Context: an optimization exercise on an open-source flow, tuned for a short achievable clock period and few clock cycles. The choices shown serve that exercise and are no tape-out recipe. Function was checked by simulation only, so behaviour that the tests miss may differ from the original. No activity file was given, so power comes from the tool's default toggle rates.

== run A ==
==> flow/design.v (excerpt) <==
module snappy_dec (
    input  wire        clk,
    input  wire        rst,
    input  wire        start,
    input  wire [15:0] src_len,
    input  wire [15:0] dst_cap,
    output wire        busy,
    output reg         done,
    output reg  [7:0]  fault,
    output reg  [31:0] result,
    output reg  [31:0] info0,
    output reg  [31:0] info1,
    output reg         in_re,
    output reg  [15:0] in_addr,
    input  wire [7:0]  in_rdata,
    output reg         out_re,
    output reg  [15:0] out_raddr,
    input  wire [7:0]  out_rdata,
    output reg         out_we,
    output reg  [15:0] out_waddr,
    output reg  [7:0]  out_wdata
);
Size: roughly 2900 cells after synthesis, roughly 850 flip-flops, roughly 220 I/O pins, ~0.037 mm^2 of cells after synthesis.
Settings: LEC_CHECK=0, ABC_CLOCK_PERIOD_IN_PS=3000, CAP_MARGIN=20, CORE_MARGIN=2, CORE_UTILIZATION=67, SLEW_MARGIN=20; clock period 10.0 ns.
standard.sh (not shown) runs the stock make flow with config.mk's settings and CLKGATE_MAP_FILE= SYNTH_SCRIPT=/design/flow/synth_recipe.tcl, a recipe that flattens the netlist after the stock synthesis.
==> flow/flow/run.sh <==
#!/bin/bash
set -euo pipefail
bash standard.sh SETUP_SLACK_MARGIN=7.2 finish > flow_make.log 2>&1
Run A went all the way through synthesis, placement and routing and the layout is clean on timing, DRC and antenna.
Testbench counts of run A, summed over its fixed seeds: cycles 151,834.
The following lists how run B was set up differently from run A:
- an added CTS_CLUSTER_DIAMETER of 60
- an added CTS_CLUSTER_SIZE of 30
- a change of CORE_UTILIZATION from 67 to 60
### Flow results
Against run A, detailed placement HPWL in run B came out worse. Compared with run A, run B shows a lower global routing usage on met1. Time the worst path needs with I/O delays and setup | run B above run A. Sort run A and run B by sequential share of layout area, descending, and run B comes first. Least setup slack across all paths after layout on run B is down relative to run A.
The following lists how run C was set up differently from run B:
- CORE_UTILIZATION changed from 60 to 45
- CTS_CLUSTER_SIZE removed (was 30)
- CTS_CLUSTER_DIAMETER removed (was 60)
Results
- Against run B, area of all placed cells without fillers in run C rose by a few percent.
- Looking only at die outline width, and setting everything else aside, the lower value of run C and run B goes to run B.
- Power, run C and run B: lower on run B
Input-level comparison between run D and run C:
- putting CTS_CLUSTER_DIAMETER at 80 where nothing was set
- putting CTS_CLUSTER_SIZE at 20 where nothing was set
- swapping 45 for 60 in CORE_UTILIZATION
==> flow/flow/run.sh <==
#!/bin/bash
set -euo pipefail
bash standard.sh SETUP_SLACK_MARGIN=7.5 finish > flow_make.log 2>&1
Notes after the runs:
From run C to run D the numbers moved as follows: via count saw an increase; clock share of power saw a decrease; total power saw a decrease; number of rows created at floorplan saw a decrease; maximum cell stage delay along the critical path saw little to no change.
Sort run D and run C by cell-internal power, ascending, and run D comes first.
Against run C as the reference, run D delivers a lower final cycle utilization of the critical path.
Inputs modified between run D and run E:
==> flow/flow/run.sh <==
#!/bin/bash
set -euo pipefail
bash standard.sh SETUP_SLACK_MARGIN=7.2 finish > flow_make.log 2>&1
## What came out
- HPWL after detailed placement in run E is 0.66% above run D.
- Looking at sum of routed wire length over all layers across both flows, run E is the stronger of the two, with run D trailing.
- Post-route worst hold slack essentially unchanged between run D and run E.
- Run E against run D: number of tapcells shows no meaningful change, wire length of the first global-routing pass shows a reduction of 3.3%.
[inputs] run F vs run E
- removing CTS_CLUSTER_SIZE (formerly 20)
- removing CTS_CLUSTER_DIAMETER (formerly 80)
- changing CORE_UTILIZATION from 60 to 50
### Flow results
Between run E and run F, area added between synthesis and finish is lower for run E, run F comes in above that.
Length of routed wiring on met1: run F vs run E up 3.1 mm
Per the comparison of run F with run E, worst-case setup margin in the final layout up 0.027 ns, number of nets in the final layout up 50, area of the multi-input gates down 0.51%.


snappy_dec again, from the RTL that the note above started with.
Design snappy_dec, start of the top module:
module snappy_dec (
    input  wire        clk,
    input  wire        rst,
    input  wire        start,
    input  wire [15:0] src_len,
    input  wire [15:0] dst_cap,
    output wire        busy,
    output reg         done,
    output reg  [7:0]  fault,
    output reg  [31:0] result,
    output reg  [31:0] info0,
    output reg  [31:0] info1,
    output reg         in_re,
    output reg  [15:0] in_addr,
    input  wire [7:0]  in_rdata,
    output reg         out_re,
    output reg  [15:0] out_raddr,
    input  wire [7:0]  out_rdata,
    output reg         out_we,
    output reg  [15:0] out_waddr,
    output reg  [7:0]  out_wdata
);
Settings: LEC_CHECK=0, ABC_CLOCK_PERIOD_IN_PS=3000, CAP_MARGIN=20, CORE_MARGIN=2, CORE_UTILIZATION=50, SLEW_MARGIN=20; clock period 10.0 ns.
==> flow/flow/run.sh <==
#!/bin/bash
set -euo pipefail
bash standard.sh SETUP_SLACK_MARGIN=7.2 "CTS_ARGS=-sink_clustering_enable -repair_clock_nets -apply_ndr full" finish > flow_make.log 2>&1
The starting point completed without violations.
Testbench counts at the start, summed over its fixed seeds: cycles 151,834.
Next try:
==> flow/flow/run.sh (replaced) <==
#!/bin/bash
set -euo pipefail
bash standard.sh SETUP_SLACK_MARGIN=7.2 finish > flow_make.log 2>&1
- CORE_UTILIZATION: 50 -> 60
The changed run produced a clean layout; first-iteration DRC count increases by 1.2%; wire length decreases by 1.9%; power decreases by 1.4%; clock power decreases by about 2%; synthesized area is unchanged; maximum frequency decreases by 0.35%; cell area decreases by 0.72%; setup slack is worse by 0.011 ns; die area decreases by 16%; non-clock buffer count increases by 2; sequential share of layout area increases by 0.30 points.

[port drivers added, routing unchanged]
The flow's constraints put no driver on any port. The routed layouts listed below were extracted and timed again, unchanged, in two steps.
Step 1 (the two cells are an assumption about what drives the block):
set clk [get_ports {clk}]
set_driving_cell -lib_cell sky130_fd_sc_hd__clkbuf_16 $clk
set_driving_cell -lib_cell sky130_fd_sc_hd__buf_2 [delete_from_list [all_inputs] $clk]
Step 2 moves the port delays by t, midway between the first and last clock arrival at a register: inputs arrive t later, outputs are due t later. That takes back most of the time a late clock gives input paths.
a / b / c = ideal ports / drivers / drivers and shift; a / b = the first two.
run | shift t [ns] | setup slack, ns | cell pins on the clock port's net
run A | 0.688 | 6.870 / 6.807 / 6.568 | 1
run B | 0.681 | 6.857 / 6.794 / 6.631 | 1
run C | 0.721 | 6.856 / 6.787 / 6.538 | 1
run D | 0.684 | 6.873 / 6.809 / 6.852 | 1
run E | 0.682 | 6.859 / 6.795 / 6.615 | 1
run F | 0.696 | 6.886 / 6.818 / 6.616 | 1
the first run of note 2 | 0.696 | 6.886 / 6.818 / 6.616 | 1
the second run of note 2 | 0.693 | 6.875 / 6.809 / 6.621 | 1
After both steps every run listed still meets setup and hold. The setup slack of run C, which loses most, moves by -0.069 ns with the drivers and by -0.318 ns with both steps.
